Background: an optimization exercise with open tools, aiming at small area, a short achievable clock period and few clock cycles. Do not read the settings as production practice.
At most, simulation tests tie the RTL to the original design; equivalence was not proved.
Function not checked in runs 1 and 2: the RTL went through the layout flow alone.
Power is estimated from default activity; no workload was simulated.

File: flow/design.v
module gss_engine (
    input  wire        clk,
    input  wire        rst,           
    input  wire        start,         
    input  wire [15:0] in_len,        
    output reg         busy,
    output reg         done,
    output reg         err,
    output reg         passthru,
    output reg         rstop,
    output wire [2:0]  err_code,
    output reg  [3:0]  err_info,
    output wire [15:0] err_pos,
    output wire [15:0] res_len,
    output reg  [7:0]  hdr_enc,
    output reg  [7:0]  hdr_pack,
    output reg  [31:0] hdr_usize,
    output reg  [15:0] in_addr,
    input  wire [7:0]  in_rdata,
    output wire [15:0] out_addr,
    output reg         out_we,
    output reg  [7:0]  out_wdata,
    input  wire [7:0]  out_rdata
);
    localparam [7:0] CH_D = 8'h44, CH_R = 8'h52, CH_H = 8'h48, CH_W = 8'h57;
    localparam [7:0] CH_B = 8'h42, CH_S = 8'h53;
    localparam [3:0] I_HEADER = 4'd1, I_R_OPERAND = 4'd2, I_OUT_OVERRUN = 4'd6,
                     I_ODD_TAIL = 4'd11, I_OUT_CAP = 4'd12, I_PACK_W = 4'd14,
                     I_NOT_BUILT = 4'd15;
    localparam [3:0]
        S_IDLE  = 4'd0,
        S_HDR   = 4'd1,
        S_CTL   = 4'd2,
        S_CNT   = 4'd3,
        S_VAL   = 4'd4,
        S_FILL  = 4'd5,    
        S_COPY  = 4'd6,
        S_COPY1 = 4'd13,   
        S_RAW   = 4'd7,
        S_END   = 4'd8,    
        S_TL    = 4'd9,    
        S_DRAIN = 4'd10,   
        S_ERR   = 4'd11,   
        S_DONE  = 4'd12,
        S_STOP  = 4'd14;
    reg [3:0]  state;
    reg [15:0] room;        
    reg [15:0] pk_rem;      
    reg [11:0] cnt;         
    reg [1:0]  xop;         
    reg        fz;          
    reg        resv;        
    reg        mbad;        
    reg [15:0] wc;          
    reg        sflag;       
    reg        fb, fw;      
    reg [7:0]  r1, r2;
    reg [7:0]  tp;          
    reg        br;          
    reg        pv_d;        
    reg [7:0]  px_d;        
    reg        par;         
    reg        sf;          
    assign out_addr = {wc[15:1], wc[0] ^ sflag};
    assign err_pos  = pk_rem & {16{err}};
    assign res_len  = wc & {16{resv}};
    assign err_code = {err_info[3] & err_info[2] & err_info[1],
                       (err_info == 4'd1) | (err_info == 4'd2) | (err_info == 4'd6) | (err_info == 4'd11),
                       (err_info == 4'd6) | (err_info == 4'd11) | (err_info == 4'd12)};
    wire is_b = fb;
    wire is_w = fw;
    wire ws   = fw | sflag;
    wire [5:0]  c6      = in_rdata[5:0];
    wire [11:0] cnt12   = {cnt[11:8], in_rdata};
    wire        room_nz = (room != 16'd0);
    wire        pk_nz   = (pk_rem != 16'd0);
    wire        pk_one  = (pk_rem == 16'd1);
    wire        room_one = (room == 16'd1);
    wire        cnt_one = (cnt == 12'd1);
    wire        cnt_z   = (cnt == 12'd0);
    wire        o_trunc = ({4'd0, cnt} > pk_rem);
    wire        o_over  = ({4'd0, cnt} > room);
    wire        hdr_dec4 = (state == S_HDR) ? (cnt[3:0] == 4'hF || cnt[3:0] <= 4'd1) :
                           ((state == S_ERR) && cnt[1:0] != 2'd0);
    wire [15:0] pk_dec   = pk_rem - (hdr_dec4 ? 16'd4 : 16'd1);
    reg         pv;         
    reg  [7:0]  px;         
    wire [7:0]  minu  = is_b ? r1 : r2;
    wire [7:0]  tp_m1 = tp - 8'd1;
    wire        bin   = is_w & par & br;
    wire [8:0]  diff  = {1'b0, minu} - {1'b0, px_d} - {8'd0, bin};
    wire [7:0]  tp_b  = br ? tp_m1 : tp;
    always @(*) begin
        pv = 1'b0;
        px = 8'h00;
        case (state)
            S_VAL:   begin pv = pk_nz & ~o_over & ~cnt_z; px = in_rdata; end
            S_FILL:  begin pv = 1'b1; px = fz ? 8'h00 : px_d; end
            S_COPY:  begin pv = 1'b1; px = in_rdata; end
            S_COPY1: begin pv = ~o_trunc & ~o_over; px = in_rdata; end
            S_RAW:   begin pv = room_nz; px = fz ? 8'h00 : in_rdata; end
            S_END:   begin pv = ~pv_d & par & ws & room_nz; end
            default: ;
        endcase
    end
    task automatic finish;
        begin
            done   <= 1'b1;
            busy   <= 1'b0;
            out_we <= 1'b0;
            state  <= S_DONE;
        end
    endtask
    task automatic raise(input [3:0] info, input pos, input pos13);
        begin
            err      <= 1'b1;
            err_info <= info;
            if (pos) begin
                pk_rem   <= in_addr;
                cnt[1:0] <= pos13 ? 2'd0 : 2'd1;
                state    <= S_ERR;
            end else begin
                pk_rem   <= 16'd0;
                finish;
            end
        end
    endtask
    always @(posedge clk) begin
        if (rst) begin
            state     <= S_IDLE;
            busy      <= 1'b0;
            done      <= 1'b0;
            err       <= 1'b0;
            passthru  <= 1'b0;
            rstop     <= 1'b0;
            err_info  <= 4'd0;
            resv      <= 1'b0;
            hdr_enc   <= 8'd0;
            hdr_pack  <= 8'd0;
            hdr_usize <= 32'd0;
            out_we    <= 1'b0;
        end else begin
            out_we <= 1'b0;
            if (out_we) wc <= wc + 16'd1;
            pv_d <= pv;
            if (pv) px_d <= px;
            if (pv_d) begin
                par <= ~par;
                sf  <= 1'b1;
                r1  <= px_d;
                r2  <= r1;
                br  <= diff[8];
                out_we    <= 1'b1;
                out_wdata <= diff[7:0];
                if (!is_b && !ws) out_wdata <= px_d;
                if (sflag && !par) begin
                    tp        <= diff[7:0];
                    out_wdata <= tp_b;
                    out_we    <= sf;
                end
            end
            case (state)
                S_IDLE, S_DONE: begin
                    if (start) begin
                        done      <= 1'b0;
                        busy      <= 1'b1;
                        err       <= 1'b0;
                        passthru  <= 1'b0;
                        rstop     <= 1'b0;
                        err_info  <= 4'd0;
                        resv      <= 1'b0;
                        hdr_enc   <= 8'd0;
                        hdr_pack  <= 8'd0;
                        hdr_usize <= 32'd0;
                        wc        <= in_len;
                        pk_rem    <= in_len;
                        in_addr   <= 16'd0;
                        cnt       <= 12'hFFF;
                        mbad      <= 1'b0;
                        if (in_len < 16'd6) begin
                            passthru <= 1'b1;
                            resv     <= 1'b1;
                            finish;
                        end else begin
                            state    <= S_HDR;
                        end
                    end
                end
                S_HDR: begin
                    cnt[3:0] <= cnt[3:0] + 4'd1;
                    in_addr  <= (cnt[3:0] == 4'd9) ? 16'd12 : in_addr + 16'd1;
                    if (hdr_dec4) pk_rem <= pk_dec;
                    case (cnt[3:0])
                        4'd0: if (in_rdata != 8'h4C) mbad <= 1'b1;
                        4'd1: if (in_rdata != 8'h53) mbad <= 1'b1;
                        4'd2: if (in_rdata != 8'h44) mbad <= 1'b1;
                        4'd3: if (in_rdata != 8'h1A) mbad <= 1'b1;
                        default: ;
                    endcase
                    if (cnt[3:0] == 4'd4 && mbad) begin
                        passthru <= 1'b1;
                        resv     <= 1'b1;
                        finish;
                    end else if (cnt[3:0] == 4'd4 && wc < 16'd12) begin
                        raise(I_HEADER, 1'b0, 1'b0);
                    end else if (cnt[3:0] >= 4'd4 && cnt[3:0] <= 4'd9) begin
                        hdr_usize <= {in_rdata, hdr_usize[31:8]};
                        hdr_pack  <= hdr_usize[7:0];
                        hdr_enc   <= hdr_pack;
                    end
                    if (cnt[3:0] == 4'd10) begin
                        room  <= hdr_usize[15:0];
                        wc    <= 16'd0;
                        sflag <= (hdr_enc == CH_S);
                        fb    <= (hdr_enc == CH_B);
                        fw    <= (hdr_enc == CH_W);
                        fz    <= ~pk_nz;
                        r1 <= 8'd0; r2 <= 8'd0; br <= 1'b0; par <= 1'b0; sf <= 1'b0;
                        tp <= 8'd0;
                        if (hdr_usize[31:16] != 16'd0)
                            raise(I_OUT_CAP, 1'b0, 1'b0);
                        else begin
                            case (hdr_pack)
                                CH_R:       state <= S_CTL;
                                CH_W:       raise(I_PACK_W, 1'b0, 1'b0);
                                CH_D, CH_H: raise(I_NOT_BUILT, 1'b0, 1'b0);
                                default:    state <= S_RAW;
                            endcase
                        end
                    end
                end
                S_CTL: begin
                    if (!room_nz || !pk_nz) begin
                        state <= S_END;
                    end else begin
                        pk_rem <= pk_dec;
                        casez (in_rdata)
                            8'b00??????: begin   
                                cnt <= {6'd0, c6};
                                fz  <= 1'b1;
                                if (c6 == 6'd0) in_addr <= in_addr + 16'd1;
                                else            state   <= S_FILL;
                            end
                            8'b01??????: begin   
                                cnt     <= {6'd0, c6};
                                in_addr <= in_addr + 16'd1;
                                if (c6 != 6'd0) state <= S_COPY1;
                            end
                            8'b10??????: begin   
                                cnt     <= {6'd0, c6};
                                fz      <= 1'b0;
                                in_addr <= in_addr + 16'd1;
                                state   <= S_VAL;
                            end
                            8'b1111????: begin   
                                state <= S_STOP;
                            end
                            default: begin       
                                cnt[11:8] <= in_rdata[3:0];
                                xop       <= in_rdata[5:4];
                                in_addr   <= in_addr + 16'd1;
                                state     <= S_CNT;
                            end
                        endcase
                    end
                end
                S_STOP: begin
                    rstop <= 1'b1;
                    resv  <= 1'b1;
                    wc    <= 16'd0;
                    finish;
                end
                S_CNT: begin
                    pk_rem <= pk_dec;
                    cnt    <= cnt12;
                    if (!pk_nz) raise(I_R_OPERAND, 1'b1, 1'b1);
                    else case (xop)
                        2'd0: begin   
                            fz <= 1'b1;
                            if (cnt12 == 12'd0) begin
                                in_addr <= in_addr + 16'd1;
                                state   <= S_CTL;
                            end else begin
                                state   <= S_FILL;
                            end
                        end
                        2'd1: begin   
                            in_addr <= in_addr + 16'd1;
                            state   <= (cnt12 == 12'd0) ? S_CTL : S_COPY1;
                        end
                        default: begin   
                            fz      <= 1'b0;
                            in_addr <= in_addr + 16'd1;
                            state   <= S_VAL;
                        end
                    endcase
                end
                S_VAL: begin
                    pk_rem <= pk_dec;
                    if (!pk_nz)      raise(I_R_OPERAND, 1'b1, 1'b1);
                    else if (o_over) raise(I_OUT_OVERRUN, 1'b1, 1'b0);
                    else if (cnt_z || cnt_one) begin
                        if (!cnt_z) room <= room - 16'd1;
                        in_addr <= in_addr + 16'd1;
                        state   <= S_CTL;
                    end else begin
                        room  <= room - 16'd1;
                        cnt   <= cnt - 12'd1;
                        state <= S_FILL;
                    end
                end
                S_FILL: begin
                    room <= room - 16'd1;
                    cnt  <= cnt - 12'd1;
                    if (cnt_one || room_one) begin
                        in_addr <= in_addr + 16'd1;
                        state   <= S_CTL;
                    end
                end
                S_COPY1: begin
                    if (o_trunc)     raise(I_R_OPERAND, 1'b1, 1'b1);
                    else if (o_over) raise(I_OUT_OVERRUN, 1'b1, 1'b1);
                    else begin
                        room    <= room - 16'd1;
                        pk_rem  <= pk_dec;
                        cnt     <= cnt - 12'd1;
                        in_addr <= in_addr + 16'd1;
                        state   <= cnt_one ? S_CTL : S_COPY;
                    end
                end
                S_COPY: begin
                    room    <= room - 16'd1;
                    pk_rem  <= pk_dec;
                    cnt     <= cnt - 12'd1;
                    in_addr <= in_addr + 16'd1;
                    if (cnt_one) state <= S_CTL;
                end
                S_RAW: begin
                    room    <= room - 16'd1;
                    if (pk_nz) pk_rem <= pk_dec;
                    if (pk_one) fz <= 1'b1;
                    in_addr <= in_addr + 16'd1;
                    if (!room_nz || room_one) state <= S_END;
                end
                S_END: begin
                    if (!pv_d) begin
                        if (par & ws) begin
                            if (!room_nz) raise(I_ODD_TAIL, 1'b0, 1'b0);
                            else state <= S_TL;
                        end else if (sflag & sf) begin
                            out_we    <= 1'b1;
                            out_wdata <= tp_b;
                            state     <= S_DRAIN;
                        end else begin
                            resv <= 1'b1;
                            finish;
                        end
                    end
                end
                S_TL: begin
                    if (!pv_d) begin
                        if (sflag) begin
                            out_we    <= 1'b1;
                            out_wdata <= tp_b;
                            state     <= S_DRAIN;
                        end else begin
                            resv <= 1'b1;
                            finish;
                        end
                    end
                end
                S_DRAIN: begin
                    resv <= 1'b1;
                    finish;
                end
                S_ERR: begin
                    pk_rem   <= pk_dec;
                    cnt[1:0] <= cnt[1:0] + 2'd1;
                    if (cnt[1:0] == 2'd3) finish;
                end
                default: state <= S_IDLE;
            endcase
        end
    end
endmodule
File: flow/flow/run.sh
#!/bin/bash
# Standard ORFS layout (standard.sh) with two changes in how it is made:
# the port buffers are buf_1 cells, and repair_timing aims for a setup margin
# of MARGIN ns. Clock period and constraints are unchanged.
set -euo pipefail
MARGIN=7
bash standard.sh "BUFFER_PORTS_ARGS=-buffer_cell sky130_fd_sc_hd__buf_1" "SETUP_SLACK_MARGIN=$MARGIN" finish > standard_flow.log 2>&1
File: flow/standard.sh
#!/bin/bash
# synth_recipe.tcl (not shown) runs the flow's synth.tcl, then flattens the netlist and writes it again
# the make line also repeats each setting of config.mk as NAME=value (left out here)
make -C /OpenROAD-flow-scripts/flow DESIGN_CONFIG=/design/flow/config.mk WORK_HOME=/design/flow/orfs CLKGATE_MAP_FILE= SYNTH_SCRIPT=/design/flow/synth_recipe.tcl "${@:-finish}"
File: flow/config.mk
export PLATFORM = sky130hd
export DESIGN_NAME = gss_engine
export DESIGN_NICKNAME = gss_engine
export VERILOG_FILES = /design/flow/design.v
export SDC_FILE = /design/flow/constraint.sdc
export NUM_CORES = 4
export LEC_CHECK = 0
export CAP_MARGIN = 20
export CORE_MARGIN = 2
export CORE_UTILIZATION = 40
export PLACE_DENSITY = 0.6
export SETUP_SLACK_MARGIN = 5
export SLEW_MARGIN = 20
File: flow/constraint.sdc
create_clock -name core_clock -period 10.0 [get_ports {clk}]
set_input_delay 2.0000 -clock core_clock [delete_from_list [all_inputs] [get_ports {clk}]]
set_output_delay 2.0000 -clock core_clock [all_outputs]
set_load 0.01 [all_outputs]
==> results by group, run 1 <==
STA
  – Tmin final: approximately 3500 ps
  – RSZ-0062 raised after global routing: yes
  – Final setup viols: 0
  – Fmax: approximately 280 MHz
  – Setup Skew: 21.7 ps
  – Tcrit/Tclk final: 35.4%
  – Pins Over Slew Limit: 0
  – Worst slew pin tran: about 910 ps
  – Hold Vio Cnt, Final: 0
  – Worst relative slew slack: 38.9%
  – TNS Setup: 0 ps
  – Fin worst setup slack: 6460 ps

Global route
  – Vias in the first global route: 12200
  – Largest net degree at the start of global routing: 63
  – GRT Residual Overflow: 0
  – Gr usage total: 28.2%
  – First-pass GRT wire length: 72300 µm
  – Initial antenna violation count: 0

Finish
  – Post-route insts no fill: 2277
  – NumNets Final: about 1900
  – Finished Cell Area: 18100 µm²
  – Diode count: 0
  – Share of cells above drive strength 1: 35.9%
  – Area Growth Syn to Fin: 40.9%

Synthesis
  – Synth warnings: 1
  – Avg Cell Area, Syn: 8.37 µm²
  – Synthesized instance count: between 1500 and 2000
  – Area share of the largest cell type after synthesis: between 20 and 30%
  – FF+latch count, synth: 190
  – Ys flop type: edfxtp_1
  – Cell taking the most area after synthesis: edfxtp_1
  – Syn_nets: between 1500 and 2000
  – Library cells used by synthesis: 83
  – Sequential share of the synthesized area: 39.4%
  – Mapped Area: 12900 µm²
  – Area contributors post-synth: edfxtp_1 (30%), dfxtp_1 (9.8%), nand2_1 (5.7%)
  – Post-synth EDFFs: 127
  – Post-synth ARST share: 0%

Routing
  – # DRC: 0
  – Routed len/inst: 21.8 µm
  – DRT iter0 DRCs: 1411
  – DRT Pass-1 Iters: 5
  – Vias per cell: around 6
  – Total number of vias: 13700
  – Total Wirelength: between 40000 and 50000 µm
  – Routed Antenna Nets: 0

Critical path
  – Crit path from: err_info[2]$_SDFFE_PP0P_
  – Flop-to-flop setup slack: 6750 ps
  – FF-to-FF End: pk_rem[4]$_DFFE_PP_
  – Crit path kind: flop to primary output
  – Worst Path Required: 8000 ps
  – Worst-path fanout max: 3
  – Critical path startpoint category: flop
  – Worst EP arrival: 1540 ps
  – CP endpoint kind: primary output
  – Worst R2R Start: cnt[1]$_DFFE_PP_
  – Worst-case reg-to-reg path depth: 16

Floorplan
  – Die ar.: 33600 µm²
  – Die Span X: 183 µm
  – Io pins: about 170
  – Rows: 65
  – Core area: about 32000 µm²
  – Die Y: 183 µm
  – Starting density of the core: slightly above 40%

CTS
  – Longest Clk Path Bufs: 2
  – Latest clock arrival within the worst-skew pair: 470 ps
  – CTS tree: yes
  – Clock slew at reported path FFs: around 80 ps
  – Hold buffers post-CTS: 0
  – CTS Root Cell: clkbuf_16
  – CTS buffer count: 17
  – H-tree Lvls: 4
  – Clk sinks: 190

Placed design
  – GP Congestion: 0.956
  – Placed insts: 2016
  – Worst slack at placement: 5420 ps
  – HPWL after detailed placement: 31400 µm
  – Port buffer count: about 160
  – DP Area: 13900 µm²

Hold path
  – Worst Hold Class: flop to flop
  – Worst min-delay path endpoint: hdr_usize[30]$_SDFFE_PP0P_
  – Hold path cells: 2
  – Min-delay src: hdr_usize[30]$_SDFFE_PP0P_

Power and ir drop
  – Worst vdd ir: between 0.0001 and 0.00015 V
  – Pwr Density: 271 nW/µm²
  – Pleak: 6.97 nW

Outcome
  – Status: finished clean

Flow run
  – MaxCap Viol Count: 0
placed cells by master, fill, tap and decap left out, types with 20 or more instances in the layout:
| master | count |
|---|---|
| edfxtp_1 | 127 |
| o21ai_0 | 105 |
| nand3_1 | 85 |
| dfxtp_2 | 20 |
| dfxtp_4 | 35 |
| nor3_1 | 28 |
| buf_6 | 78 |
| xor2_1 | 29 |
| clkbuf_2 | 39 |
| mux2i_1 | 27 |
| and2_4 | 21 |
| xnor2_1 | 43 |
| buf_4 | 195 |
| nand4_1 | 24 |
| inv_1 | 40 |
| buf_2 | 55 |
| clkbuf_16 | 21 |
| nand2_1 | 187 |
| a21oi_1 | 114 |
| ha_1 | 37 |
| nor2_1 | 130 |
how the worst max path moves through the flow:
stage,end,cells after the start
detailed placement,in_addr[10]$_DFFE_PP_,6
global route,err_code[1],4
global placement,in_addr[10]$_DFFE_PP_,5
CTS,err_code[1],4
floorplan,in_addr[0]$_DFFE_PP_,7
finish,err_code[1],4
per-stage QoR:
| step | hold WS [ps] | power (mW) | utilization, % |
|---|---|---|---|
| 3_5_place_dp | 463 | 3.38 | 44.0 |
| 3_3_place_gp | 452 | 3.34 | 43.9 |
| 6_report | 465 | 4.93 | 57.4 |
| 5_1_grt | 482 | 5.20 | 57.4 |
| 2_1_floorplan | 483 | 2.79 | - |
| 4_1_cts | 473 | 4.53 | 52.5 |
cells by family (layout without fill, tap and decap cells):
kind of cell,Yosys count,in the layout,synth area share [%]
mux,31,31,2.44
xor+xnor,74,74,5.03
fa+ha+maj,49,49,4.88
simple gates,637,638,23.6
buf+inv,157,493,5.15
flops,190,190,39.4
compound gates,400,400,19.5
power by group:
part | total (mW) | internal (mW) | switching (mW)
clock | 0.692 | 0.334 | 0.358
sequential | 1.32 | 1.13 | 0.197
combinational | 2.91 | 1.23 | 1.68
registers in the layout, indices dropped and copies added (netlist names), 2 cells and up:
signal and count:
hdr_usize 32, in_addr 16, pk_rem 16, room 16
wc 16, cnt 12, hdr_enc 8, hdr_pack 8
out_wdata 8, px_d 8, r1 8, r2 8
tp 8, err_info 4, state 4, xop 2
layout make-up:
class / instances / area (µm²)
Multi-Input combinational cell: 1192 / 8200
Timing Repair Buffer: 404 / 3410
Clock inverter: 14 / 144
Tap cell: 402 / 503
Inverter: 57 / 233
Sequential cell: 190 / 5230
Clock buffer: 18 / 429
Fill cell: 2799 / 13500
cells in the mapped netlist (10+ instances only):
cell and number:
mux2i_1 28, nor2_1 158, ha_1 47, o211ai_1 15, xor2_1 31, o21ai_0 121, o22ai_1 11, nor2b_1 10
clkbuf_1 75, and2_1 39, dfxtp_1 63, nand3_1 86, nand4_1 24, nand2b_1 10, xnor2_1 43, nor4_1 23
a211oi_1 19, buf_4 15, edfxtp_1 127, a21oi_1 124, nand2_1 194, inv_1 55, nor3_1 38
repair_timing:
action / in CTS / in global routing
buffers inserted: 146 / 76
setup endpoints to repair: 343 / 267
cloned: 3 / 4
pin swaps: 69 / 83
resized for setup: 327 / 259
hold endpoints to repair: 0 / 0
routing by layer:
layer	GRT usage, %	share of wire, %	vias to the layer above
li1	-	-	6286
met1	39.2	42	6593
met2	43.8	46	722
met3	5.78	9.2	90
met4	9.34	2.6	0
met5	0	0	-
worst max-delay path, stage by stage (launching register included):
cell and delay [ps]:
dfxtp_4 360, nand2b_4 140, mux2_4 260, o22ai_2 150, buf_2 160
==> run 2: changes to the inputs <==
--- a/flow/design.v
+++ b/flow/design.v
@@ -9,8 +9,8 @@
     output reg         passthru,
     output reg         rstop,
-    output wire [2:0]  err_code,
+    output reg  [2:0]  err_code,
     output reg  [3:0]  err_info,
     output wire [15:0] err_pos,
-    output wire [15:0] res_len,
+    output reg  [15:0] res_len,
     output reg  [7:0]  hdr_enc,
     output reg  [7:0]  hdr_pack,
@@ -43,5 +43,6 @@
         S_ERR   = 4'd11,   
         S_DONE  = 4'd12,
-        S_STOP  = 4'd14;
+        S_STOP  = 4'd14,
+        S_NOP   = 4'd15;   
     reg [3:0]  state;
     reg [15:0] room;        
@@ -50,7 +51,6 @@
     reg [1:0]  xop;         
     reg        fz;          
-    reg        resv;        
     reg        mbad;        
-    reg [15:0] wc;          
+    reg        oa0;         
     reg        sflag;       
     reg        fb, fw;      
@@ -62,10 +62,7 @@
     reg        par;         
     reg        sf;          
-    assign out_addr = {wc[15:1], wc[0] ^ sflag};
-    assign err_pos  = pk_rem & {16{err}};
-    assign res_len  = wc & {16{resv}};
-    assign err_code = {err_info[3] & err_info[2] & err_info[1],
-                       (err_info == 4'd1) | (err_info == 4'd2) | (err_info == 4'd6) | (err_info == 4'd11),
-                       (err_info == 4'd6) | (err_info == 4'd11) | (err_info == 4'd12)};
+    wire [15:0] wc = res_len;
+    assign out_addr = {res_len[15:1], oa0};
+    assign err_pos  = pk_rem;
     wire is_b = fb;
     wire is_w = fw;
@@ -109,10 +106,12 @@
             busy   <= 1'b0;
             out_we <= 1'b0;
+            pk_rem <= 16'd0;
             state  <= S_DONE;
         end
     endtask
-    task automatic raise(input [3:0] info, input pos, input pos13);
+    task automatic raise(input [2:0] code, input [3:0] info, input pos, input pos13);
         begin
             err      <= 1'b1;
+            err_code <= code;
             err_info <= info;
             if (pos) begin
@@ -121,6 +120,6 @@
                 state    <= S_ERR;
             end else begin
-                pk_rem   <= 16'd0;
                 finish;
+                res_len  <= 16'd0;
             end
         end
@@ -134,6 +133,8 @@
             passthru  <= 1'b0;
             rstop     <= 1'b0;
+            err_code  <= 3'd0;
             err_info  <= 4'd0;
-            resv      <= 1'b0;
+            res_len   <= 16'd0;
+            pk_rem    <= 16'd0;
             hdr_enc   <= 8'd0;
             hdr_pack  <= 8'd0;
@@ -142,5 +143,8 @@
         end else begin
             out_we <= 1'b0;
-            if (out_we) wc <= wc + 16'd1;
+            if (out_we) begin
+                res_len <= wc + 16'd1;
+                oa0     <= ~oa0;
+            end
             pv_d <= pv;
             if (pv) px_d <= px;
@@ -168,21 +172,15 @@
                         passthru  <= 1'b0;
                         rstop     <= 1'b0;
+                        err_code  <= 3'd0;
                         err_info  <= 4'd0;
-                        resv      <= 1'b0;
                         hdr_enc   <= 8'd0;
                         hdr_pack  <= 8'd0;
                         hdr_usize <= 32'd0;
-                        wc        <= in_len;
+                        res_len   <= in_len;
                         pk_rem    <= in_len;
                         in_addr   <= 16'd0;
                         cnt       <= 12'hFFF;
                         mbad      <= 1'b0;
-                        if (in_len < 16'd6) begin
-                            passthru <= 1'b1;
-                            resv     <= 1'b1;
-                            finish;
-                        end else begin
-                            state    <= S_HDR;
-                        end
+                        state     <= S_HDR;
                     end
                 end
@@ -198,10 +196,9 @@
                         default: ;
                     endcase
-                    if (cnt[3:0] == 4'd4 && mbad) begin
+                    if ((cnt[3:0] == 4'hF && wc < 16'd6) || (cnt[3:0] == 4'd4 && mbad)) begin
                         passthru <= 1'b1;
-                        resv     <= 1'b1;
                         finish;
                     end else if (cnt[3:0] == 4'd4 && wc < 16'd12) begin
-                        raise(I_HEADER, 1'b0, 1'b0);
+                        raise(3'd2, I_HEADER, 1'b0, 1'b0);
                     end else if (cnt[3:0] >= 4'd4 && cnt[3:0] <= 4'd9) begin
                         hdr_usize <= {in_rdata, hdr_usize[31:8]};
@@ -211,5 +208,6 @@
                     if (cnt[3:0] == 4'd10) begin
                         room  <= hdr_usize[15:0];
-                        wc    <= 16'd0;
+                        res_len <= 16'd0;
+                        oa0   <= (hdr_enc == CH_S);
                         sflag <= (hdr_enc == CH_S);
                         fb    <= (hdr_enc == CH_B);
@@ -219,10 +217,10 @@
                         tp <= 8'd0;
                         if (hdr_usize[31:16] != 16'd0)
-                            raise(I_OUT_CAP, 1'b0, 1'b0);
+                            raise(3'd1, I_OUT_CAP, 1'b0, 1'b0);
                         else begin
                             case (hdr_pack)
                                 CH_R:       state <= S_CTL;
-                                CH_W:       raise(I_PACK_W, 1'b0, 1'b0);
-                                CH_D, CH_H: raise(I_NOT_BUILT, 1'b0, 1'b0);
+                                CH_W:       raise(3'd4, I_PACK_W, 1'b0, 1'b0);
+                                CH_D, CH_H: raise(3'd4, I_NOT_BUILT, 1'b0, 1'b0);
                                 default:    state <= S_RAW;
                             endcase
@@ -237,8 +235,7 @@
                         casez (in_rdata)
                             8'b00??????: begin   
-                                cnt <= {6'd0, c6};
-                                fz  <= 1'b1;
-                                if (c6 == 6'd0) in_addr <= in_addr + 16'd1;
-                                else            state   <= S_FILL;
+                                cnt   <= {6'd0, c6};
+                                fz    <= 1'b1;
+                                state <= (c6 == 6'd0) ? S_NOP : S_FILL;
                             end
                             8'b01??????: begin   
@@ -266,22 +263,20 @@
                 end
                 S_STOP: begin
-                    rstop <= 1'b1;
-                    resv  <= 1'b1;
-                    wc    <= 16'd0;
+                    rstop   <= 1'b1;
                     finish;
+                    res_len <= 16'd0;
+                end
+                S_NOP: begin
+                    in_addr <= in_addr + 16'd1;
+                    state   <= S_CTL;
                 end
                 S_CNT: begin
                     pk_rem <= pk_dec;
                     cnt    <= cnt12;
-                    if (!pk_nz) raise(I_R_OPERAND, 1'b1, 1'b1);
+                    if (!pk_nz) raise(3'd2, I_R_OPERAND, 1'b1, 1'b1);
                     else case (xop)
                         2'd0: begin   
-                            fz <= 1'b1;
-                            if (cnt12 == 12'd0) begin
-                                in_addr <= in_addr + 16'd1;
-                                state   <= S_CTL;
-                            end else begin
-                                state   <= S_FILL;
-                            end
+                            fz    <= 1'b1;
+                            state <= (cnt12 == 12'd0) ? S_NOP : S_FILL;
                         end
                         2'd1: begin   
@@ -298,6 +293,6 @@
                 S_VAL: begin
                     pk_rem <= pk_dec;
-                    if (!pk_nz)      raise(I_R_OPERAND, 1'b1, 1'b1);
-                    else if (o_over) raise(I_OUT_OVERRUN, 1'b1, 1'b0);
+                    if (!pk_nz)      raise(3'd2, I_R_OPERAND, 1'b1, 1'b1);
+                    else if (o_over) raise(3'd3, I_OUT_OVERRUN, 1'b1, 1'b0);
                     else if (cnt_z || cnt_one) begin
                         if (!cnt_z) room <= room - 16'd1;
@@ -319,6 +314,6 @@
                 end
                 S_COPY1: begin
-                    if (o_trunc)     raise(I_R_OPERAND, 1'b1, 1'b1);
-                    else if (o_over) raise(I_OUT_OVERRUN, 1'b1, 1'b1);
+                    if (o_trunc)     raise(3'd2, I_R_OPERAND, 1'b1, 1'b1);
+                    else if (o_over) raise(3'd3, I_OUT_OVERRUN, 1'b1, 1'b1);
                     else begin
                         room    <= room - 16'd1;
@@ -346,5 +341,5 @@
                     if (!pv_d) begin
                         if (par & ws) begin
-                            if (!room_nz) raise(I_ODD_TAIL, 1'b0, 1'b0);
+                            if (!room_nz) raise(3'd3, I_ODD_TAIL, 1'b0, 1'b0);
                             else state <= S_TL;
                         end else if (sflag & sf) begin
@@ -353,5 +348,4 @@
                             state     <= S_DRAIN;
                         end else begin
-                            resv <= 1'b1;
                             finish;
                         end
@@ -365,5 +359,4 @@
                             state     <= S_DRAIN;
                         end else begin
-                            resv <= 1'b1;
                             finish;
                         end
@@ -371,5 +364,4 @@
                 end
                 S_DRAIN: begin
-                    resv <= 1'b1;
                     finish;
                 end
@@ -377,5 +369,9 @@
                     pk_rem   <= pk_dec;
                     cnt[1:0] <= cnt[1:0] + 2'd1;
-                    if (cnt[1:0] == 2'd3) finish;
+                    if (cnt[1:0] == 2'd3) begin
+                        finish;
+                        pk_rem  <= pk_dec;
+                        res_len <= 16'd0;
+                    end
                 end
                 default: state <= S_IDLE;
==> run 2 against run 1 <==
Effect of this change:
- critical endpoint is now state[1]$_SDFFE_PP0P_
- clock skew down 5.9 ps
- global-route usage about the same
- combinational power up 25%
- still clean
==> results by group, run 2 <==
Critical path
  – CP endpoint kind: flop
  – Crit path largest cell delay: 430 ps (+70 ps)
  – Worst-case reg-to-reg path depth: 15 (-1)
  – Crit path kind: primary input to flop
  – FF-to-FF End: pk_rem[15]$_SDFFE_PP0P_
  – Flop-to-flop setup slack: 6650 ps (-100 ps)
  – Worst Path Required: 10380 ps (+2380 ps)
  – Most Frequent Cell on Critical Path: buf_12
  – Worst-path fanout max: 8 (+5)
  – Critical path's slowest cell: a311o_2
  – Worst EP arrival: 3770 ps (+2230 ps)
  – CP Cell Sequence: buf_12 > buf_12 > inv_12 > nand2_8 > o32ai_4 > a21o_1 > or4_4 > a311o_2 > buf_4 > a211oi_2
  – Critical path startpoint category: primary input
  – Worst R2R Start: cnt[1]$_DFFE_PP_

Finish
  – Commonest cells after routing, fill and taps aside: buf_4 (189), nand2_1 (170), nor2_1 (152)
  – Most common cell after layout, fill and taps aside: buf_4
  – Utilization after layout: 56.8% (-0.55 points)
  – NumNets Final: 2017 (+3.6%)
  – Finished Cell Area: 18600 µm² (+2.4%)
  – Biggest register: hdr_usize
  – Max reg flops: 32 (unchanged)
  – Share of cells above drive strength 1: 36.7% (+0.71 points)
  – Fillcell total: 2938 (+5.0%)
  – Register area: 5080 µm² (-2.9%)
  – Area Growth Syn to Fin: 39.3%
  – Multi-input combinational cell area: 9070 µm² (+11%)

Floorplan
  – Die Y: 187 µm (+1.7%)
  – Rows: 66 (+1.5%)
  – Starting density of the core: 40.8% (+0.079 points)
  – Io pins: 168 (unchanged)
  – Core area: 32700 µm² (+3.4%)
  – Die ar.: 34800 µm² (+3.5%)
  – Die Span X: 187 µm (+1.7%)

Routing
  – # DRC: 0 (unchanged)
  – DRT iter0 DRCs: 1827 (+29%)
  – Routed Antenna Nets: 0 (unchanged)
  – Total Wirelength: 52500 µm (+5.8%)
  – Vias per cell: 6.01 (about the same)
  – Total number of vias: 14400 (+4.8%)
  – Routed len/inst: 22.0 µm (+0.85%)
  – DRT Pass-1 Iters: 8 (+3)

CTS
  – Latest clock arrival within the worst-skew pair: 470 ps (about the same)
  – Clock slew at reported path FFs: 80 ps (about the same)
  – Clk sinks: 193 (+1.6%)
  – CTS buffer count: 17 (unchanged)
  – CTS tree: yes
  – CTS Root Cell: clkbuf_16
  – H-tree Lvls: 4 (unchanged)
  – Longest Clk Path Bufs: 2 (unchanged)

STA
  – Setup Skew: 15.9 ps (-5.85 ps)
  – Pins Over Slew Limit: 0 (unchanged)
  – Hold Vio Cnt, Final: 0 (unchanged)
  – Final setup viols: 0 (unchanged)
  – Fmax: 295 MHz (+4.5%)
  – TNS Setup: 0 ps (unchanged)
  – WHS: 472 ps (+7.04 ps)
  – Tmin final: 3390 ps (-153 ps)
  – RSZ-0062 raised after global routing: yes
  – Tcrit/Tclk final: 33.9% (-1.5 points)
  – Worst relative slew slack: 28.3% (-11 points)
  – Worst slew pin tran: 1070 ps (+161 ps)

Synthesis
  – Library cells used by synthesis: 103 (+24%)
  – Ys flop type: dfxtp_1
  – Synthesized instance count: 1618 (+5.2%)
  – Post-synth top cells: nand2_1 (177), nor2_1 (166), a21oi_1 (155), dfxtp_1 (97), edfxtp_1 (96)
  – Sequential share of the synthesized area: 36.2% (-3.2 points)
  – Post-synth ARST share: 0% (unchanged)
  – Syn_nets: 1703 (+5.0%)
  – FF+latch count, synth: 193 (+1.6%)
  – Area contributors post-synth: edfxtp_1 (22%), dfxtp_1 (15%), a21oi_1 (5.8%)
  – Avg Cell Area, Syn: 8.24 µm² (-1.6%)
  – Post-synth EDFFs: 96 (-24%)
  – Mapped Area: 13300 µm² (+3.6%)
  – Most frequent cell after synthesis: nand2_1
  – Area share of the largest cell type after synthesis: 21.6% (-8.0 points)
  – Synth warnings: 1 (unchanged)
  – Cell taking the most area after synthesis: edfxtp_1

Power and ir drop
  – Pleak: 7.37 nW (+5.8%)
  – Worst vdd ir: 0.000153 V (+5.6%)
  – Pwr Density: 298 nW/µm² (+9.7%)

Hold path
  – Hold path cells: 2 (unchanged)
  – Worst min-delay path endpoint: hdr_enc[0]$_SDFFE_PP0P_
  – Min-delay src: hdr_enc[0]$_SDFFE_PP0P_
  – Worst Hold Class: flop to flop

Global route
  – First-pass GRT wire length: 76700 µm (+6.1%)
  – Initial antenna violation count: 2 (+2)
  – Gr usage total: 28.1% (-0.045 points)
  – Largest net degree at the start of global routing: 85 (+35%)
  – GRT Residual Overflow: 0 (unchanged)
  – Vias in the first global route: 13100 (+7.7%)

Flow run
  – MaxCap Viol Count: 0 (unchanged)

Placed design
  – GP Congestion: 0.950 (-0.64%)
  – HPWL after detailed placement: 33900 µm (+8.2%)
  – Port buffer count: 159 (unchanged)
  – DP Area: 14500 µm² (+3.9%)

Outcome
  – Status: finished clean
## run 2: cell count changes after synthesis, sizes merged, moves of 10 or more
cell and change:
and2 -20, inv +14, nand2 -16, o211ai -10
buf +11, nand4 -12, a2bb2oi +11, edfxtp -31
and3 +13, a21oi +31, o21ai -37, nor2 +11
dfxtp +34
## run 2: cells by family after synthesis
family	after synthesis	synth area share [%]
adders and majority gates	50	4.80
DFF	193	36.2
AOI/OAI and AO/OA	441	21.9
buffers and inverters	178	5.69
and+or+nand+nor	642	23.6
muxes	33	2.52
xor gates and xnor gates	81	5.32
## run 2: cell type report
class	instances	share of cell area [%]
diodes	1	0.0135
clock buffers	19	2.38
clock inverters	13	0.633
inverters	73	1.62
multi-input cells	1249	48.8
flip-flops and latches	193	27.3
well taps	442	2.98
repair buffers	398	16.2
## run 2: through the flow
step | worst slack, ps | power [mW] | cells
finish | 6610 | 5.53 | 2388
global route | 6570 | 5.81 | 2388
CTS | 6660 | 4.95 | 2313
detailed placement | 5380 | 3.65 | 2137
global placement | 5460 | 3.62 | 2137
floorplan | 6430 | 3.00 | 1618
## run 2: per-layer routing
| metal | vias up | GRT usage (%) | wire (µm) |
|---|---|---|---|
| met5 | - | 0 | 0 |
| met4 | 0 | 10.7 | 2070 |
| met3 | 146 | 5.79 | 4780 |
| met2 | 758 | 43.9 | 23800 |
| met1 | 6880 | 38.3 | 21900 |
| li1 | 6566 | - | - |
## run 2: worst max-delay path: cells and delay by family
kind | cells | cell delay, ps
and+or+nand+nor | 2 | 480
buffers and inverters | 4 | 380
AOI/OAI and AO/OA | 4 | 880
## run 2: how the worst max path moves through the flow
stage | from | endpoint | cells past startpoint
final | start | state[1]$_SDFFE_PP0P_ | 10
after global routing | cnt[0]$_DFFE_PP_ | pk_rem[15]$_SDFFE_PP0P_ | 16
after global placement | start | hdr_pack[4]$_SDFFE_PP0P_ | 8
after floorplan | rst | in_addr[0]$_DFFE_PP_ | 3
after detailed placement | start | hdr_enc[6]$_SDFFE_PP0P_ | 8
after CTS | start | state[3]$_SDFFE_PP0P_ | 9
## run 2: power breakdown
| part | total, mW | internal, mW | switching [mW] |
|---|---|---|---|
| Combinational | 3.63 | 1.54 | 2.09 |
| Clock | 0.677 | 0.335 | 0.342 |
| Sequential | 1.22 | 1.08 | 0.149 |
## run 2: timing repair
| item | 4_1_cts | 5_1_grt |
|---|---|---|
| hold buffers | 0 | 0 |
| endpoints found under the hold margin | 0 | 0 |
| setup endpoints to repair | 289 | 231 |
| gates cloned | 3 | 6 |
| pin swaps | 54 | 56 |
| resized for setup | 400 | 164 |
| setup buffers | 141 | 68 |
==> run 3: changes to the inputs <==
--- a/flow/design.v
+++ b/flow/design.v
@@ -141,4 +141,5 @@
             hdr_usize <= 32'd0;
             out_we    <= 1'b0;
+            pv_d      <= 1'b0;
         end else begin
             out_we <= 1'b0;
--- a/flow/config.mk
+++ b/flow/config.mk
@@ -12,2 +12,3 @@
 export SETUP_SLACK_MARGIN = 5
 export SLEW_MARGIN = 20
+export TNS_END_PERCENT = 0
==> run 3 against run 2 <==
Effect of this change:
- clock skew shrank 5.4 ps
- global-route usage fell by 0.51 points
- cell count fell by 6.6%
- area after synthesis decreased by 0.83%
- worst hold slack worse by 5.6 ps
- die area is 0.81% lower
- worst setup slack got worse by 61 ps
- fmax fell by 1.8%
- highest routed layer is now met5
- final area is 17% lower
- utilization shrank 9.2 points
- wire length decreased by 8.6%
- first-iteration DRC count is 23% lower
==> results by group, run 3 <==
Routing
  – Max Used Layer: met5
  – Vias per cell: 5.99 (-0.25%)
  – Routed met2 length: 21500 µm (-9.6%)
  – # DRC: 0 (unchanged)
  – DRT Pass-1 Iters: 6 (-2)
  – DRT met1 WL: 21000 µm (-4.2%)
  – WL met3: 4150 µm (-13%)
  – DRT iter0 DRCs: 1398 (-23%)
  – Total number of vias: 13400 (-6.8%)
  – Routed len/inst: 21.5 µm (-2.2%)
  – Routed Antenna Nets: 0 (unchanged)
  – Total Wirelength: 48000 µm (-8.6%)

Placed design
  – Port buffer count: 159 (unchanged)
  – DP Area: 14200 µm² (-2.1%)
  – GP Congestion: 0.952 (+0.24%)
  – Worst slack at placement: 5550 ps (+177 ps)
  – Placed insts: 2165 (+1.3%)
  – HPWL after detailed placement: 33000 µm (-2.6%)

Synthesis
  – Library cells used by synthesis: 78 (-24%)
  – Cell taking the most area after synthesis: edfxtp_1
  – Synthesized instance count: 1654 (+2.2%)
  – Syn_nets: 1739 (+2.1%)
  – FF+latch count, synth: 193 (unchanged)
  – Most frequent cell after synthesis: nand2_1
  – Synth warnings: 1 (unchanged)
  – Post-synth ARST share: 0% (unchanged)
  – Area contributors post-synth: edfxtp_1 (22%), dfxtp_1 (15%), a21oi_1 (6.6%)
  – Mapped Area: 13200 µm² (-0.83%)
  – Area share of the largest cell type after synthesis: 21.6% (-0.047 points)
  – Post-synth EDFFs: 95 (-1.0%)
  – Sequential share of the synthesized area: 36.4% (+0.23 points)
  – Ys flop type: dfxtp_1
  – Post-synth top cells: nand2_1 (184), a21oi_1 (174), nor2_1 (171), o21ai_0 (108), dfxtp_1 (98)
  – Avg Cell Area, Syn: 8.00 µm² (-3.0%)

Critical path
  – Worst EP arrival: 3770 ps (about the same)
  – CP endpoint kind: flop
  – Critical path startpoint category: flop
  – Most Frequent Cell on Critical Path: ha_4
  – CP delay by family, top: compound AO/OA/AOI/OAI gates
  – Flop-to-flop setup slack: 6550 ps (-100 ps)
  – Crit path kind: flop to flop
  – Worst Path Required: 10320 ps (-60 ps)
  – Crit path largest cell delay: 570 ps (+140 ps)
  – Worst-path fanout max: 6 (-2)
  – CP Cell Sequence: inv_2 > ha_4 > or2_4 > a21oi_4 > o22ai_4 > clkinv_4 > ha_4 > ha_4 > nor2b_1 > o31a_1 > o21a_4 > or3_4 > o21ai_1 > o21ai_1 > a221oi_1 > a211oi_1
  – Critical path's slowest cell: edfxtp_1
  – WP buf/inv: 2 (-2)

STA
  – Setup Skew: 10.5 ps (-5.36 ps)
  – Worst slew pin tran: 1090 ps (+21.6 ps)
  – Fin worst setup slack: 6550 ps (-61.1 ps)
  – TNS Setup: 0 ps (unchanged)
  – Tcrit/Tclk final: 34.5% (+0.61 points)
  – WHS: 467 ps (-5.56 ps)
  – Hold Vio Cnt, Final: 0 (unchanged)
  – Fmax: 290 MHz (-1.8%)
  – Final setup viols: 0 (unchanged)
  – Worst relative slew slack: 27.2% (-1.0 points)
  – Pins Over Slew Limit: 0 (unchanged)
  – Tmin final: 3450 ps (+61.1 ps)
  – RSZ-0062 raised after global routing: yes

Floorplan
  – Io pins: 168 (unchanged)
  – Die Span X: 186 µm (-0.40%)
  – Rows: 66 (unchanged)
  – Starting density of the core: 40.7% (-0.13 points)
  – Die Y: 186 µm (-0.40%)
  – Core area: 32500 µm² (-0.51%)
  – Die ar.: 34500 µm² (-0.81%)

Flow run
  – MaxCap Viol Count: 0 (unchanged)

Power and ir drop
  – Worst vdd ir: 0.000149 V (-2.8%)
  – Pleak: 5.36 nW (-27%)
  – Pwr Density: 275 nW/µm² (-7.7%)

Finish
  – Finished Cell Area: 15500 µm² (-17%)
  – Diode count: 0 (-1)
  – Multi-input combinational cell area: 8160 µm² (-10%)
  – Post-route insts no fill: 2231 (-6.6%)
  – Register area: 4820 µm² (-5.1%)
  – Share of cells above drive strength 1: 10.3% (-26 points)
  – Fillcell total: 3193 (+8.7%)
  – Commonest cells after routing, fill and taps aside: nand2_1 (184), a21oi_1 (170), nor2_1 (162)
  – Max reg flops: 32 (unchanged)
  – Most common cell after layout, fill and taps aside: nand2_1
  – Biggest register: hdr_usize
  – NumNets Final: 1861 (-7.7%)
  – Area Growth Syn to Fin: 17.2%

CTS
  – Latest clock arrival within the worst-skew pair: 460 ps (about the same)
  – Clk sinks: 193 (unchanged)
  – Longest Clk Path Bufs: 2 (unchanged)
  – H-tree Lvls: 4 (unchanged)
  – CTS tree: yes
  – CTS buffer count: 17 (unchanged)
  – Clock slew at reported path FFs: 70 ps (about the same)
  – CTS Root Cell: clkbuf_16

Global route
  – Vias in the first global route: 12100 (-7.8%)
  – First-pass GRT wire length: 72200 µm (-5.9%)
  – Largest net degree at the start of global routing: 68 (-20%)
  – GRT Residual Overflow: 0 (unchanged)
  – Gr usage total: 27.6% (-0.51 points)
  – Initial antenna violation count: 1 (-1)

Hold path
  – Worst Hold Class: flop to flop

Outcome
  – Status: finished clean
## run 3: worst paths after layout
path                      startpoint                       to  depth (start not counted)
min reg2reg  hdr_enc[1]$_SDFFE_PP0P_  hdr_enc[1]$_SDFFE_PP0P_                          2
min          hdr_enc[1]$_SDFFE_PP0P_  hdr_enc[1]$_SDFFE_PP0P_                          2
max reg2reg         cnt[0]$_DFFE_PP_  pk_rem[10]$_SDFFE_PP0P_                         16
max                 cnt[0]$_DFFE_PP_  pk_rem[10]$_SDFFE_PP0P_                         16
## run 3: per-stage QoR
stage	utilization, %	power (mW)
2_1_floorplan	-	2.60
3_3_place_gp	43.5	3.18
3_5_place_dp	43.5	3.20
4_1_cts	47.3	4.18
5_1_grt	47.7	4.53
6_report	47.7	4.26
## run 3: kinds of logic after synthesis
family	after synthesis	share of synthesized area, %
DFF	193	36.4
buffers and inverters	173	5.52
adders and majority gates	50	4.84
AOI/OAI and AO/OA	456	21.1
and+or+nand+nor	669	24.4
muxes	29	2.20
xor gates and xnor gates	84	5.56
## run 3: final cells by class
type	count	area share [%]
Timing Repair Buffer	215	7.51
Clock inverter	13	0.904
Sequential cell	193	31.1
Multi-Input combinational cell	1290	52.6
Tap cell	442	3.57
Clock buffer	19	2.86
Inverter	59	1.46
## run 3: repair_timing
action,CTS,global route
pin swaps,24,1
hold buffers,0,0
setup buffers,23,7
gates cloned,4,0
gates resized for setup,98,16
setup endpoints to repair,329,342
## run 3: metal layers
layer  global-route usage (%)  vias up
met4                     9.48        2
met2                     42.1      621
met3                     6.81       90
met1                     38.0     6418
li1                         -     6242
met5                        0        -
## run 3: worst reg2reg max path, cell delays in order, from the launching register on
cell and delay (ps):
edfxtp_1 570, inv_2 120, ha_4 180, or2_4 270, a21oi_4 220, o22ai_4 120
clkinv_4 70, ha_4 170, ha_4 160, nor2b_1 60, o31a_1 270, o21a_4 160
or3_4 350, o21ai_1 130, o21ai_1 80, a221oi_1 260, a211oi_1 120
## run 3: where the power goes
| part | total [mW] | leakage (nW) | internal, mW | switching (mW) |
|---|---|---|---|---|
| clock network | 0.705 | 0.291 | 0.361 | 0.344 |
| logic | 2.29 | 3.37 | 0.846 | 1.44 |
| registers | 1.26 | 1.71 | 1.03 | 0.238 |
| total | 4.26 | 5.36 | 2.23 | 2.03 |
Testbench counts of run 3, summed over its fixed seeds: cycles 133,816.
==> run 4: changes to the inputs <==
--- a/flow/config.mk
+++ b/flow/config.mk
@@ -12,3 +12,3 @@
 export SETUP_SLACK_MARGIN = 5
 export SLEW_MARGIN = 20
-export TNS_END_PERCENT = 0
+export TNS_END_PERCENT = 5
==> run 4 against run 3 <==
Effect of this change:
- sequential power about the same
- sequential cell count unchanged
- non-clock buffer count up 36
- combinational power up about 10%
==> results by group, run 4 <==
CTS
  – CTS Root Cell: clkbuf_16
  – Longest Clk Path Bufs: 2 (unchanged)
  – Clk sinks: 193 (unchanged)
  – Latest clock arrival within the worst-skew pair: 460 ps (about the same)
  – CTS tree: yes
  – Hold buffers post-CTS: 0 (unchanged)
  – CTS buffer count: 17 (unchanged)
  – H-tree Lvls: 4 (unchanged)
  – Clock slew at reported path FFs: 90 ps (+20 ps)

Routing
  – Total Wirelength: 48600 µm (+1.2%)
  – DRT Pass-1 Iters: 8 (+2)
  – Total number of vias: 13500 (+0.84%)
  – # DRC: 0 (unchanged)
  – Vias per cell: 5.95 (-0.68%)
  – Routed Antenna Nets: 0 (unchanged)
  – DRT iter0 DRCs: 1385 (-0.93%)
  – Routed len/inst: 21.4 µm (-0.31%)

Synthesis
  – Synthesized instance count: 1654 (unchanged)
  – Ys flop type: dfxtp_1
  – Most frequent cell after synthesis: nand2_1
  – Area contributors post-synth: edfxtp_1 (22%), dfxtp_1 (15%), a21oi_1 (6.6%)
  – Synth warnings: 1 (unchanged)
  – Cell taking the most area after synthesis: edfxtp_1
  – FF+latch count, synth: 193 (unchanged)
  – Largest family of logic cells by synthesized area: simple AND/OR/NAND/NOR gates
  – Synth Area in Simple Gates: 24.4% (unchanged)
  – Avg Cell Area, Syn: 8.00 µm² (unchanged)
  – Post-synth EDFFs: 95 (unchanged)
  – Mux cell area share after synthesis: 2.20% (unchanged)
  – Syn_nets: 1739 (unchanged)
  – Post-synth ARST share: 0% (unchanged)
  – Adder-cell share of the synthesized area: 4.84% (unchanged)
  – Mapped Area: 13200 µm² (unchanged)
  – Post-synth top cells: nand2_1 (184), a21oi_1 (174), nor2_1 (171), o21ai_0 (108), dfxtp_1 (98)
  – Library cells used by synthesis: 78 (unchanged)
  – Synth Area in Compound Gates: 21.1% (unchanged)
  – XOR/XNOR Fraction of Synth Area: 5.56% (unchanged)
  – Area share of the largest cell type after synthesis: 21.6% (unchanged)
  – Sequential share of the synthesized area: 36.4% (unchanged)

Finish
  – Commonest cells after routing, fill and taps aside: nand2_1 (181), a21oi_1 (165), nor2_1 (162)
  – Max reg flops: 32 (unchanged)
  – NumNets Final: 1895 (+1.8%)
  – Share of cells above drive strength 1: 13.8% (+3.5 points)
  – Diode count: 0 (unchanged)
  – Area Growth Syn to Fin: 22.0%
  – Biggest register: hdr_usize
  – Most common cell after layout, fill and taps aside: nand2_1

STA
  – Hold Vio Cnt, Final: 0 (unchanged)
  – Final setup viols: 0 (unchanged)
  – Tmin final: 3380 ps (-71.0 ps)
  – Worst slew pin tran: 999 ps (-89.9 ps)
  – Worst relative slew slack: 33.4% (+6.1 points)
  – Fmax: 296 MHz (+2.1%)
  – TNS Setup: 0 ps (unchanged)
  – RSZ-0062 raised after global routing: yes
  – Tcrit/Tclk final: 33.8% (-0.71 points)
  – Setup Skew: 12.6 ps (+2.05 ps)
  – Pins Over Slew Limit: 0 (unchanged)

Placed design
  – HPWL after detailed placement: 33300 µm (+0.75%)
  – Port buffer count: 159 (unchanged)
  – GP Congestion: 0.946 (-0.65%)

Power and ir drop
  – Total Power: 4.51 mW (+5.9%)
  – Pwr Density: 279 nW/µm² (+1.7%)
  – Worst vdd ir: 0.000198 V (+33%)
  – Pleak: 5.64 nW (+5.2%)

Floorplan
  – Die Span X: 186 µm (unchanged)
  – Die Y: 186 µm (unchanged)
  – Starting density of the core: 40.7% (unchanged)
  – Io pins: 168 (unchanged)
  – Rows: 66 (unchanged)
  – Die ar.: 34500 µm² (unchanged)
  – Core area: 32500 µm² (unchanged)

Critical path
  – Worst R2R Start: cnt[0]$_DFFE_PP_
  – Worst Path Required: 10390 ps (+70 ps)
  – Worst-path fanout max: 5 (-1)
  – Flop-to-flop setup slack: 6620 ps (+70 ps)
  – Critical path startpoint category: flop
  – Worst-case reg-to-reg path depth: 16 (unchanged)
  – FF-to-FF End: pk_rem[10]$_SDFFE_PP0P_
  – CP endpoint kind: flop
  – Worst EP arrival: 3760 ps (about the same)
  – Crit path kind: flop to flop

Global route
  – GRT Residual Overflow: 0 (unchanged)
  – Initial antenna violation count: 0 (-1)
  – Gr usage total: 28.0% (+0.34 points)
  – First-pass GRT wire length: 74000 µm (+2.5%)
  – Vias in the first global route: 12500 (+3.4%)
  – Largest net degree at the start of global routing: 68 (unchanged)

Hold path
  – Min-delay src: hdr_enc[1]$_SDFFE_PP0P_
  – Worst min-delay path endpoint: hdr_enc[1]$_SDFFE_PP0P_
  – Worst Hold Class: flop to flop
  – Hold path cells: 2 (unchanged)

Outcome
  – Status: finished clean

Flow run
  – MaxCap Viol Count: 0 (unchanged)
-- run 4: cell types whose count changed in the layout (fill, tap and decap cells not counted), moves of 5 or more --
cell and delta:
o21ai_0 -7, buf_12 +6, dfxtp_1 -6, a21oi_1 -5, dfxtp_4 +5, buf_4 +21
o21ai_2 +5
-- run 4: cells by family after synthesis --
family / Yosys count
adder cells (fa/ha/maj): 50
AO/OA/AOI/OAI: 456
multiplexers: 29
buffers and inverters: 173
XOR/XNOR: 84
flip-flops: 193
AND/OR/NAND/NOR: 669
-- run 4: layer usage --
metal | wire, µm | vias up | GRT usage (%)
li1 | - | 6305 | -
met1 | 21300 | 6428 | 38.2
met2 | 21500 | 649 | 42.5
met3 | 4440 | 103 | 7.26
met4 | 1400 | 0 | 9.95
met5 | 0 | - | 0
-- run 4: metrics by stage --
step	instance area, µm²	hold WS (ps)	util [%]	std cells	setup WS [ps]
6_report	16100	472	49.6	2265	6620
5_1_grt	16100	504	49.6	2265	6540
4_1_cts	15900	476	49.0	2256	6710
3_5_place_dp	14200	465	43.5	2166	5420
3_3_place_gp	14200	450	43.5	2165	5370
2_1_floorplan	13300	483	-	1654	6420
-- run 4: layout make-up --
cell class | instances | area, µm²
Sequential cell | 193 | 4840
Fill cell | 3227 | 16400
Inverter | 59 | 239
Tap cell | 442 | 553
Multi-Input combinational cell | 1288 | 8280
Clock inverter | 15 | 183
Timing Repair Buffer | 251 | 1620
Clock buffer | 17 | 425
-- run 4: what timing repair did --
action | 4_1_cts | 5_1_grt
gates resized for setup | 169 | 23
endpoints found under the setup margin | 327 | 287
pin swaps | 45 | 9
cloned | 3 | 1
buffers inserted | 55 | 7
-- run 4: worst max-delay path by stage --
stage                                     to                    start  cells past startpoint
floorplan              state[3]$_SDFFE_PP0P_              in_rdata[4]                      9
global placement      pk_rem[1]$_SDFFE_PP0P_                    start                      9
detailed placement    pk_rem[1]$_SDFFE_PP0P_                    start                      9
CTS                   pk_rem[4]$_SDFFE_PP0P_  pk_rem[12]$_SDFFE_PP0P_                      8
global route        err_code[2]$_SDFFE_PP0P_  pk_rem[13]$_SDFFE_PP0P_                      8
finish               pk_rem[10]$_SDFFE_PP0P_         cnt[0]$_DFFE_PP_                     16
-- run 4: worst max-delay path: stages (launching register included) --
cell      delay, ps
edfxtp_1        480
buf_6           180
ha_4            160
or2_4           240
a21oi_4         220
o22ai_4         130
clkinv_4         80
ha_4            170
ha_4            160
nor2b_2          50
o31a_1          330
o21a_4          150
or3_4           360
nand2b_4        150
o21ai_2         130
a221oi_2         70
a211oi_1        230
-- run 4: power by group --
| part | internal (mW) | switching [mW] | leakage (nW) |
|---|---|---|---|
| combinational | 0.987 | 1.53 | 3.63 |
| sequential | 1.03 | 0.233 | 1.71 |
| clock | 0.363 | 0.369 | 0.302 |
| total | 2.38 | 2.13 | 5.64 |
==> run 5: changes to the inputs <==
--- a/flow/flow/run.sh
+++ b/flow/flow/run.sh
@@ -4,4 +4,4 @@
 # of MARGIN ns. Clock period and constraints are unchanged.
 set -euo pipefail
-MARGIN=7
+MARGIN=6.5
 bash standard.sh "BUFFER_PORTS_ARGS=-buffer_cell sky130_fd_sc_hd__buf_1" "SETUP_SLACK_MARGIN=$MARGIN" finish > standard_flow.log 2>&1
--- a/flow/config.mk
+++ b/flow/config.mk
@@ -12,3 +12,2 @@
 export SETUP_SLACK_MARGIN = 5
 export SLEW_MARGIN = 20
-export TNS_END_PERCENT = 5
==> run 5 against run 4 <==
Effect of this change:
- still clean on timing, DRC and antenna
- die area unchanged
- clock power down 4.4%
- cell count down 1.0%
- clock skew about the same
==> results by group, run 5 <==
Outcome
  – Status: finished clean

Floorplan
  – Starting density of the core: 40.7% (unchanged)
  – Die Span X: 186 µm (unchanged)
  – Io pins: 168 (unchanged)
  – Die ar.: 34500 µm² (unchanged)
  – Core area: 32500 µm² (unchanged)
  – Die Y: 186 µm (unchanged)
  – Rows: 66 (unchanged)

Synthesis
  – Avg Cell Area, Syn: 8.00 µm² (unchanged)
  – Synth warnings: 1 (unchanged)
  – Library cells used by synthesis: 78 (unchanged)
  – Syn_nets: 1739 (unchanged)
  – Post-synth top cells: nand2_1 (184), a21oi_1 (174), nor2_1 (171), o21ai_0 (108), dfxtp_1 (98)
  – Ys flop type: dfxtp_1
  – Area share of the largest cell type after synthesis: 21.6% (unchanged)
  – Synthesized instance count: 1654 (unchanged)
  – Mapped Area: 13200 µm² (unchanged)
  – Cell taking the most area after synthesis: edfxtp_1
  – Most frequent cell after synthesis: nand2_1
  – Post-synth EDFFs: 95 (unchanged)
  – FF+latch count, synth: 193 (unchanged)
  – Post-synth ARST share: 0% (unchanged)
  – Sequential share of the synthesized area: 36.4% (unchanged)
  – Area contributors post-synth: edfxtp_1 (22%), dfxtp_1 (15%), a21oi_1 (6.6%)

STA
  – Tmin final: 3510 ps (+137 ps)
  – Final setup viols: 0 (unchanged)
  – Pins Over Slew Limit: 0 (unchanged)
  – Hold Vio Cnt, Final: 0 (unchanged)
  – WHS: 474 ps (+1.85 ps)
  – RSZ-0062 raised after global routing: yes
  – TNS Setup: 0 ps (unchanged)
  – Worst slew pin tran: 940 ps (-59.0 ps)
  – Worst relative slew slack: 37.3% (+3.9 points)
  – Fmax: 285 MHz (-3.9%)
  – Tcrit/Tclk final: 35.1% (+1.4 points)
  – Setup Skew: 12.5 ps (-0.0606 ps)

Critical path
  – Crit path largest cell delay: 630 ps (+150 ps)
  – Worst EP arrival: 3850 ps (+90 ps)
  – Worst-path fanout max: 8 (+3)
  – CP endpoint kind: flop
  – Worst Path Required: 10340 ps (-50 ps)
  – Crit path from: pk_rem[12]$_SDFFE_PP0P_
  – Worst R2R Start: pk_rem[12]$_SDFFE_PP0P_
  – WP buf/inv: 0 (-2)
  – Crit path kind: flop to flop
  – Stages on the worst setup path: 8 (-8)
  – Critical path startpoint category: flop
  – Flop-to-flop setup slack: 6490 ps (-140 ps)
  – CP delay by family, top: simple AND/OR/NAND/NOR gates
  – Most Frequent Cell on Critical Path: or4_4
  – Worst-case reg-to-reg path depth: 8 (-8)
  – Critical path's slowest cell: or4_4
  – CP Cell Sequence: or4_4 > or4_4 > nor2_2 > nor2_1 > a21oi_1 > o21ai_0 > a221oi_2 > o31ai_1

Finish
  – Share of cells above drive strength 1: 10.6% (-3.2 points)
  – Fillcell total: 3262 (+1.1%)
  – Biggest register: hdr_usize
  – Max reg flops: 32 (unchanged)
  – Commonest cells after routing, fill and taps aside: nand2_1 (183), a21oi_1 (171), nor2_1 (165)
  – Area Growth Syn to Fin: 17.5%
  – NumNets Final: 1872 (-1.2%)
  – Most common cell after layout, fill and taps aside: nand2_1
  – Diode count: 0 (unchanged)

Hold path
  – Worst Hold Class: flop to flop
  – Hold path cells: 2 (unchanged)
  – Min-delay src: hdr_enc[1]$_SDFFE_PP0P_

Power and ir drop
  – Pwr Density: 270 nW/µm² (-3.4%)
  – Pleak: 5.40 nW (-4.3%)
  – Worst vdd ir: 0.000138 V (-30%)

CTS
  – Longest Clk Path Bufs: 2 (unchanged)
  – CTS buffer count: 17 (unchanged)
  – CTS Root Cell: clkbuf_16
  – Clock slew at reported path FFs: 80 ps (about the same)
  – H-tree Lvls: 4 (unchanged)
  – Clk sinks: 193 (unchanged)
  – Latest clock arrival within the worst-skew pair: 460 ps (about the same)
  – CTS tree: yes

Placed design
  – HPWL after detailed placement: 33200 µm (-0.30%)
  – Port buffer count: 159 (unchanged)
  – GP Congestion: 0.933 (-1.4%)

Routing
  – Total Wirelength: 46500 µm (-4.3%)
  – Vias per cell: 5.94 (-0.20%)
  – DRT iter0 DRCs: 1396 (+0.79%)
  – Routed len/inst: 20.7 µm (-3.3%)
  – Routed Antenna Nets: 0 (unchanged)
  – DRT Pass-1 Iters: 7 (-1)
  – Total number of vias: 13300 (-1.2%)
  – # DRC: 0 (unchanged)

Global route
  – Gr usage total: 26.7% (-1.3 points)
  – Largest net degree at the start of global routing: 69 (+1.5%)
  – Vias in the first global route: 12000 (-4.3%)
  – Initial antenna violation count: 0 (unchanged)
  – First-pass GRT wire length: 70500 µm (-4.8%)
  – GRT Residual Overflow: 0 (unchanged)

Flow run
  – MaxCap Viol Count: 0 (unchanged)
==> run 5: cell count changes in the layout (fill, tap and decap cells not counted), sizes merged <==
cell	previous run	this run
clkinvlp	2	0
inv	66	62
buf	248	224
clkinv	5	7
clkbuf	19	25
bufbuf	1	0
==> run 5: kinds of logic (layout without fill, tap and decap cells) <==
logic type	Yosys count	count (layout)	share of synthesized area [%]
DFF	193	193	36.4
buffers and inverters	173	319	5.52
and+or+nand+nor	669	669	24.4
muxes	29	29	2.20
xor gates and xnor gates	84	84	5.56
AOI/OAI and AO/OA	456	456	21.1
adders and majority gates	50	50	4.84
==> run 5: report_power, final <==
| group | switching (mW) | internal (mW) |
|---|---|---|
| logic | 1.40 | 0.833 |
| registers | 0.242 | 1.03 |
| clock network | 0.334 | 0.366 |
==> run 5: routing by layer <==
layer / vias up / share of wire, % / global-route usage [%]
met3: 69 / 8.2 / 5.87
met4: 0 / 1.9 / 8.16
met2: 571 / 45 / 40.3
met1: 6407 / 45 / 37.9
li1: 6274 / - / -
met5: - / 0 / 0
==> run 5: worst paths after layout <==
check | end
worst min-delay path | hdr_enc[1]$_SDFFE_PP0P_
worst max register to register | pk_rem[4]$_SDFFE_PP0P_
worst max-delay path | pk_rem[4]$_SDFFE_PP0P_
worst min register to register | hdr_enc[1]$_SDFFE_PP0P_
==> run 5: cell type report <==
class	instances	area (µm²)	share of cell area, %
Multi-Input combinational cell	1288	8110	52.2
Tap cell	442	553	3.56
Sequential cell	193	4820	31.0
Clock buffer	21	462	2.97
Timing Repair Buffer	228	1250	8.03
Clock inverter	11	120	0.773
Inverter	59	226	1.46
==> run 5: stage by stage <==
stage	setup slack [ps]	instances	total power, mW	cell area, µm²	util, %
after floorplan	6420	1654	2.62	13400	-
after detailed placement	5400	2164	3.21	14200	43.6
after global placement	5410	2164	3.19	14200	43.5
after CTS	6480	2209	4.01	15000	46.1
final	6490	2242	4.20	15500	47.8
after global routing	6460	2242	4.48	15500	47.8
==> run 5: tightest hold or removal path, stage by stage (launching register included) <==
cell	delay (ps)
dfxtp_1	320
nand2_1	60
a21oi_1	50
==> run 5: what timing repair did <==
item | 4_1_cts | 5_1_grt
setup buffers | 13 | 30
gates resized for setup | 43 | 62
gates cloned | 0 | 1
hold buffers | 0 | 0
pin swaps | 5 | 18
setup endpoints to repair | 145 | 74

[re-timing with driven ports]
No port has a modelled driver above. Below, the same layouts with a new extraction and two added sets of constraints. Step 1: set_driving_cell puts a clkbuf_16 on clk and a buf_2 on each other input, an assumption about the parent block. Step 2 moves the port delays by t, midway between the first and last clock arrival at a register: inputs arrive t later, outputs are due t later. That takes back most of the time a late clock gives input paths. a / b / c = ideal ports / drivers / drivers and shift; a / b = the first two.
run | t (ns) | setup slack, ns | worst setup path after step 2 | clock arrival spread, ns | slew at the worst register clock pin (ns)
run 1 | 0.513 | 6.461 / 6.407 / 6.120 | input to register | 0.023 / 0.022 | 0.09 / 0.09
run 2 | 0.518 | 6.614 / 6.544 / 6.026 | input to register | 0.016 / 0.015 | 0.08 / 0.08
run 3 | 0.507 | 6.553 / 6.547 / 6.040 | input to register | 0.011 / 0.010 | 0.08 / 0.08
run 4 | 0.508 | 6.624 / 6.596 / 6.088 | input to register | 0.014 / 0.013 | 0.09 / 0.09
run 5 | 0.504 | 6.487 / 6.487 / 5.995 | input to register | 0.013 / 0.012 | 0.08 / 0.08
After both steps every run listed still meets setup and hold. The setup slack of run 2, which loses most, moves by -0.070 ns with the drivers and by -0.588 ns with both steps.
